Source: an optimization exercise on an open RTL-to-GDS flow (aim: small area). Production flows keep margins and buffers that such runs may drop.
Power figures rest on the tool's default switching activity, not on a simulated workload.

run 1:
==> flow/design.v <==
module rotary_index_mapper (
    input  wire [7:0] ch,
    output wire       found,
    output wire [5:0] slot
);
    wire digit  = (ch[7:4] == 4'h3) && (ch[3:0] <= 4'd9);
    wire letter = (ch[7:6] == 2'b01) && (ch[4:0] != 5'd0) && (ch[4:0] <= 5'd26);
    assign found = digit | letter;
    assign slot  = letter ? {1'b0, ch[4:0]} + 6'd9 : {2'b00, ch[3:0]};
endmodule
module stepper_step_sequencer (
    input  wire        clk,
    input  wire        rst_n,
    input  wire        cmd_valid,
    input  wire [15:0] cmd,
    output wire        cmd_ready,
    output reg         rsp_valid,
    output reg  [2:0]  rsp_status,
    output wire [3:0]  coil,
    input  wire        hall_in,
    output wire        halted,
    output wire [1:0]  sess_out,
    output wire [2:0]  hstate_out,
    output wire        hfail_phase_out,
    output wire [5:0]  pos_out,
    output wire [2:0]  idx_out,
    input  wire        cfg_len8,
    input  wire [31:0] cfg_pattern,
    input  wire [14:0] cfg_steps_per_rev,
    input  wire [15:0] cfg_steps_per_flap,
    input  wire [5:0]  cfg_home_index,
    input  wire [15:0] cfg_home_offset,
    input  wire [15:0] cfg_backoff_steps,
    input  wire        cfg_coarse_fine,
    input  wire        cfg_offset_calibrated,
    input  wire [15:0] cfg_t_sample,
    input  wire [15:0] cfg_t_move,
    input  wire [15:0] cfg_t_seek_fast,
    input  wire [15:0] cfg_t_seek_slow
);
    localparam [2:0] IDLE = 3'd0, FAST_SEEK = 3'd1, BACK_OFF = 3'd2, SLOW_SEEK = 3'd3,
                     HOMED = 3'd4, FAILED = 3'd5, OFFSET = 3'd6;
    localparam [2:0] P_STEP = 3'd0, P_WAIT = 3'd1, P_SMP0 = 3'd2, P_DECIDE = 3'd7;
    localparam [2:0] ST_OK = 3'd0, ST_ALREADY = 3'd1, ST_IGNORED = 3'd2, ST_REJECTED = 3'd3,
                     ST_INVALID_CHAR = 3'd4, ST_HOMING_TIMEOUT = 3'd5, ST_STARTUP_FAIL = 3'd6;
    reg [2:0]  hstate;
    reg        hfail;
    reg [1:0]  sess;
    reg        rdy;
    reg        on;         
    reg [2:0]  idx;
    reg [2:0]  phase;
    reg [15:0] tmr;
    reg [15:0] cnt;
    reg [1:0]  ones;       
    reg [5:0]  pos;
    reg [5:0]  cur;
    reg [5:0]  tgt;
    assign cmd_ready       = rdy;
    assign halted          = sess[1];
    assign sess_out        = sess;
    assign hstate_out      = hstate;
    assign hfail_phase_out = hfail;
    assign pos_out         = pos;
    assign idx_out         = idx;
    assign coil            = on ? cfg_pattern[idx*4 +: 4] : 4'b0000;
    wire boot_start = (hstate == IDLE);
    wire homing     = hstate[1] | (hstate[0] & ~hstate[2]);
    wire moving     = ~rdy & hstate[2] & ~hstate[1] & ~sess[1];
    wire seeking    = ~hstate[2] & hstate[0];
    wire in_offset  = (hstate == OFFSET);
    wire in_backoff = (hstate == BACK_OFF);
    wire ofs_neg    = cfg_home_offset[15];
    wire       ch_found;
    wire [5:0] ch_slot;
    rotary_index_mapper u_map (
        .ch   (cmd[7:0]),
        .found(ch_found),
        .slot (ch_slot)
    );
    wire       accept   = cmd_valid & rdy;
    wire       op_bad   = cmd[15] | (cmd[14:12] >= 3'd3);
    wire       op_nop   = ~op_bad & (cmd[13:12] == 2'd0);
    wire       op_home  = ~op_bad & (cmd[13:12] == 2'd1);
    wire       op_goto  = ~op_bad & cmd[13];
    wire       at_tgt   = (ch_slot == pos);
    wire       go_move  = accept & op_goto & ch_found & ~at_tgt;
    wire       go_home  = boot_start | (accept & op_home);
    reg  [15:0] bound;
    always @(*) begin
        case (hstate)
            FAST_SEEK: bound = {cfg_steps_per_rev, 1'b0};
            BACK_OFF:  bound = cfg_backoff_steps;
            OFFSET:    bound = cfg_home_offset ^ {16{ofs_neg}};
            default:   bound = cfg_steps_per_flap;
        endcase
    end
    wire at_bound = (cnt == bound);
    wire smp_phase = (phase != P_STEP) & (phase != P_WAIT) & (phase != P_DECIDE);
    wire timing    = (phase == P_WAIT) | (smp_phase & (phase != P_SMP0));
    reg  [15:0] t_ld;
    always @(*) begin
        if (phase != P_STEP)
            t_ld = cfg_t_sample;
        else if (moving)
            t_ld = cfg_t_move;
        else if (hstate == FAST_SEEK || (in_offset && !cfg_coarse_fine))
            t_ld = cfg_t_seek_fast;
        else
            t_ld = cfg_t_seek_slow;
    end
    wire        t_end   = (tmr == 16'd1);
    wire p_step   = (phase == P_STEP);
    wire p_decide = (phase == P_DECIDE);
    wire arrived  = (cur == tgt);
    wire h        = ones[1] & ones[0];
    wire hom_step = homing & p_step & ~((in_backoff | in_offset) & at_bound);
    wire mov_step = moving & p_step & ~arrived;
    wire step     = hom_step | mov_step;
    wire dir_up   = in_backoff | (in_offset & ~ofs_neg);    
    wire ok_end   = p_step & ((in_offset & at_bound) | (moving & arrived));
    wire found    = homing & p_decide & ~h;
    wire fail_end = homing & p_decide & h & at_bound;
    wire run_end  = ok_end | fail_end;
    wire bo_end   = p_step & in_backoff & at_bound;
    wire adv = p_step ? step : (timing ? t_end : (homing & ~p_step & ~(phase == P_WAIT)));
    wire flap_end = mov_step & at_bound;
    wire cur_step = flap_end | (hom_step & in_offset & cfg_offset_calibrated);
    wire cur_down = moving | ofs_neg;
    wire [5:0] cur_up_v = (cur == 6'd35) ? 6'd0 : cur + 6'd1;
    wire [5:0] cur_dn_v = (cur == 6'd0) ? 6'd35 : cur - 6'd1;
    wire cnt_ld_neg = found & ~(hstate == FAST_SEEK & cfg_coarse_fine) & ofs_neg;
    wire cnt_ld     = go_home | go_move | found | bo_end | flap_end;
    wire cnt_ld_one = go_move | flap_end;
    always @(posedge clk) begin
        if (timing & ~t_end)
            tmr <= tmr - 16'd1;
        else
            tmr <= t_ld;
        if (cnt_ld)
            cnt <= {{15{cnt_ld_neg}}, cnt_ld_neg | cnt_ld_one};
        else if (step)
            cnt <= cnt + 16'd1;
        if (phase == P_SMP0)
            ones <= {1'b0, hall_in};
        else if (smp_phase & t_end & ~h)
            ones <= ones + {1'b0, hall_in};
        if (rdy)
            tgt <= ch_slot;
        if (go_move)
            cur <= pos;
        else if (go_home)
            cur <= cfg_home_index;
        else if (cur_step)
            cur <= cur_down ? cur_dn_v : cur_up_v;
        if (ok_end)
            pos <= cur;
        if (!rst_n) begin
            hstate     <= IDLE;
            hfail      <= 1'b0;
            sess       <= 2'd0;
            rdy        <= 1'b0;
            on         <= 1'b0;
            idx        <= 3'd0;
            phase      <= P_STEP;
            rsp_valid  <= 1'b0;
            rsp_status <= ST_OK;
        end else begin
            if (adv)
                phase <= (phase == P_WAIT && !seeking) ? P_STEP : phase + 3'd1;
            if (step) begin
                on <= 1'b1;
                if (dir_up & ~moving)
                    idx <= {cfg_len8 & (idx[2] ^ (idx[1] & idx[0])), idx[1] ^ idx[0], ~idx[0]};
                else
                    idx <= {cfg_len8 & (idx[2] ^ ~(idx[1] | idx[0])), ~(idx[1] ^ idx[0]), ~idx[0]};
            end else if (run_end) begin
                on <= 1'b0;
            end
            if (go_home)
                hstate <= FAST_SEEK;
            else if (found)
                hstate <= (hstate == FAST_SEEK && cfg_coarse_fine) ? BACK_OFF : OFFSET;
            else if (bo_end)
                hstate <= SLOW_SEEK;
            else if (ok_end & in_offset)
                hstate <= HOMED;
            else if (fail_end)
                hstate <= FAILED;
            if (fail_end)
                hfail <= (hstate == SLOW_SEEK);
            rsp_valid <= 1'b0;
            if (accept) begin
                if (op_bad) begin
                    rsp_valid  <= 1'b1;
                    rsp_status <= ST_REJECTED;
                end else if (op_nop) begin
                    rsp_valid  <= 1'b1;
                    rsp_status <= ST_IGNORED;
                end else if (op_home) begin
                    rdy <= 1'b0;
                end else if (!ch_found) begin
                    rsp_valid  <= 1'b1;
                    rsp_status <= ST_INVALID_CHAR;
                end else if (at_tgt) begin
                    rsp_valid  <= 1'b1;
                    rsp_status <= ST_ALREADY;
                end else begin
                    rdy <= 1'b0;
                end
            end
            if (run_end) begin
                rsp_valid <= 1'b1;
                if (ok_end) begin
                    rsp_status <= ST_OK;
                    sess       <= 2'd1;
                    rdy        <= 1'b1;
                end else if (sess == 2'd0) begin
                    rsp_status <= ST_STARTUP_FAIL;
                    sess       <= 2'd2;
                end else begin
                    rsp_status <= ST_HOMING_TIMEOUT;
                    rdy        <= 1'b1;
                end
            end
        end
    end
endmodule
==> flow/config.mk <==
export PLATFORM = sky130hd
export DESIGN_NAME = stepper_step_sequencer
export DESIGN_NICKNAME = stepper_step_sequencer
export VERILOG_FILES = /design/flow/design.v
export SDC_FILE = /design/flow/constraint.sdc
export NUM_CORES = 4
export LEC_CHECK = 0
export ABC_AREA = 1
export CAP_MARGIN = 20
export CORE_MARGIN = 2
export CORE_UTILIZATION = 40
export SLEW_MARGIN = 20
==> flow/constraint.sdc <==
create_clock -name core_clock -period 20.0 [get_ports {clk}]
set_input_delay 4.0000 -clock core_clock [delete_from_list [all_inputs] [get_ports {clk}]]
set_output_delay 4.0000 -clock core_clock [all_outputs]
set_load 0.01 [all_outputs]
standard.sh (not shown) runs the stock make flow with config.mk's settings and CLKGATE_MAP_FILE= SYNTH_SCRIPT=/design/flow/synth_recipe.tcl, a recipe that flattens the netlist after the stock synthesis.
==> flow/flow/run.sh <==
#!/bin/bash
# The standard layout (standard.sh) with changes that only pick smaller cells:
#  - synthesis maps logic with an area-oriented ABC script (flow/synth.tcl,
#    flow/area.abc) and leaves adders to ABC (no ADDER_MAP_FILE);
#  - the port buffers are buf_1 cells;
#  - clock tree synthesis uses larger sink clusters and no dummy loads.
# make's output goes to standard_flow.log; each ORFS step logs under orfs/logs.
set -euo pipefail
W=$PWD
export AREA_ABC_SCRIPT=$W/flow/area.abc
export FLOW_SYNTH_TCL=$W/synth_recipe.tcl
bash standard.sh \
  SYNTH_SCRIPT=$W/flow/synth.tcl \
  ADDER_MAP_FILE= \
  BUFFER_PORTS_ARGS="-buffer_cell sky130_fd_sc_hd__buf_1" \
  CTS_ARGS="-sink_clustering_enable -repair_clock_nets -buf_list sky130_fd_sc_hd__clkbuf_8 -sink_clustering_size 30 -dont_use_dummy_load" \
  finish > standard_flow.log 2>&1
==> flow/flow/area.abc <==
strash
&get -n
&dch -f
&nf -R 1000
&put
strash
&get -n
&dch -f
&nf -R 1000
&put
==> flow/flow/synth.tcl <==
# The standard synthesis (synth_recipe.tcl), with one change: ABC maps the
# combinational logic with an area-oriented script (area.abc). Flip-flops are
# mapped before ABC runs, so the registers are the standard synthesis's.
proc abc {args} {
  set i [lsearch -exact $args -script]
  if { $i >= 0 } {
    set args [lreplace $args [expr {$i+1}] [expr {$i+1}] $::env(AREA_ABC_SCRIPT)]
  }
  yosys abc {*}$args
}
source $::env(FLOW_SYNTH_TCL)
No stage failed in run 1, and the final checks on the layout all came back clean.
## Diff of input files: run 2 against run 1
--- a/flow/flow/run.sh
+++ b/flow/flow/run.sh
@@ -3,2 +3 @@
-#  - synthesis maps logic with an area-oriented ABC script (flow/synth.tcl,
-#    flow/area.abc) and leaves adders to ABC (no ADDER_MAP_FILE);
+#  - synthesis maps logic with an area-oriented ABC script (flow/synth.tcl);
@@ -6 +5 @@
-#  - clock tree synthesis uses larger sink clusters and no dummy loads.
+#  - clock tree synthesis uses clkbuf_4 buffers and no dummy loads.
@@ -14 +12,0 @@
-  ADDER_MAP_FILE= \
@@ -16 +14 @@
-  CTS_ARGS="-sink_clustering_enable -repair_clock_nets -buf_list sky130_fd_sc_hd__clkbuf_8 -sink_clustering_size 30 -dont_use_dummy_load" \
+  CTS_ARGS="-sink_clustering_enable -repair_clock_nets -buf_list sky130_fd_sc_hd__clkbuf_8 -dont_use_dummy_load" \
==> flow/flow/area.abc <==
strash
&get -n
&dch -f
&nf -R 1000
&put
==> notes.md <==
- Taking run 1 as the reference point, the final weighted congestion in routability-driven placement of run 2 rises by 0.034.
- Delta (run 2 minus run 1): share of power burned in combinational logic higher, sequential share of layout area now smaller.
- In run 2 relative to run 1, cell area reported after detailed placement had gone up by a little under 10%.
- Utilization run 1 -> run 2: down
- The synthesized netlist cell count of run 2 exceeds that of run 1 by about 9%.
- Run 2 against run 1: fraction of power spent switching nets increased by 3.4 points relative to the old numbers, non-filler instance count after layout went up 83, routed wire length +about 6%.
- For run 1, the critical path startpoint was cfg_pattern[25], unlike run 2, where it was cfg_pattern[31].
#### Input delta (run 3 over run 2)
--- a/flow/flow/run.sh
+++ b/flow/flow/run.sh
@@ -3 +3,2 @@
-#  - synthesis maps logic with an area-oriented ABC script (flow/synth.tcl);
+#  - synthesis maps logic with an area-oriented ABC script (flow/synth.tcl,
+#    flow/area.abc) and leaves adders to ABC (no ADDER_MAP_FILE);
@@ -5 +6 @@
-#  - clock tree synthesis uses clkbuf_4 buffers and no dummy loads.
+#  - clock tree synthesis uses larger sink clusters and no dummy loads.
@@ -12,0 +14 @@
+  ADDER_MAP_FILE= \
@@ -14 +16 @@
-  CTS_ARGS="-sink_clustering_enable -repair_clock_nets -buf_list sky130_fd_sc_hd__clkbuf_8 -dont_use_dummy_load" \
+  CTS_ARGS="-sink_clustering_enable -repair_clock_nets -buf_list sky130_fd_sc_hd__clkbuf_16 -sink_clustering_size 80 -sink_clustering_max_diameter 500 -dont_use_dummy_load" \
--- a/flow/flow/area.abc
+++ b/flow/flow/area.abc
@@ -5,0 +6,5 @@
+strash
+&get -n
+&dch -f
+&nf -R 1000
+&put
==> comparison <==
Sort run 2 and run 3 by distinct cell type count after synthesis desc -> top: run 2
The adder-cell share of the synthesized area reported for run 3 is smaller than that of run 2 by 4.4 points.
On combinational group share of total power: between run 2 and run 3, it ends up higher for run 2.
Diff run 2 -> run 3: total power draw -0.041 mW; design area fell by 6.5%; XOR/XNOR share of the synthesized area -0.32 points.
Of run 2 and run 3, run 3 shows the lower mux contribution to synthesized area, with run 2 above it.
Relative to run 2, run 3 degrades first-iteration DRC count.
Function was not checked in any run of this note: the RTL went through the layout flow alone.

[what the ideal ports hide]
In the flow no input, the clock included, has a driving cell. The finished layouts below were timed again as built, in two steps. Step 1, drivers: a clkbuf_16 drives clk and a buf_2 each remaining input, both assumed. Step 2 adds t to the input delays and takes it off the output delays; t is the mean of the earliest and latest rising clock arrival at the registers after step 1. Input paths then give back, and output paths get back, about the clock's delay inside the block. Slacks: ideal / step 1 / step 2; pairs: ideal / step 1.
run | t (ns) | setup WS [ns] | worst data-port slew with drivers (ns)
run 1 | 0.376 | 11.110 / 11.082 / 11.082 | 0.06
run 2 | 0.382 | 11.121 / 11.091 / 11.091 | 0.05
run 3 | 0.364 | 11.110 / 11.083 / 11.083 | 0.06
After both steps setup and hold are still met in every run listed. The setup slack of run 2, which loses most, moves by -0.030 ns with the drivers and by -0.030 ns with both steps.
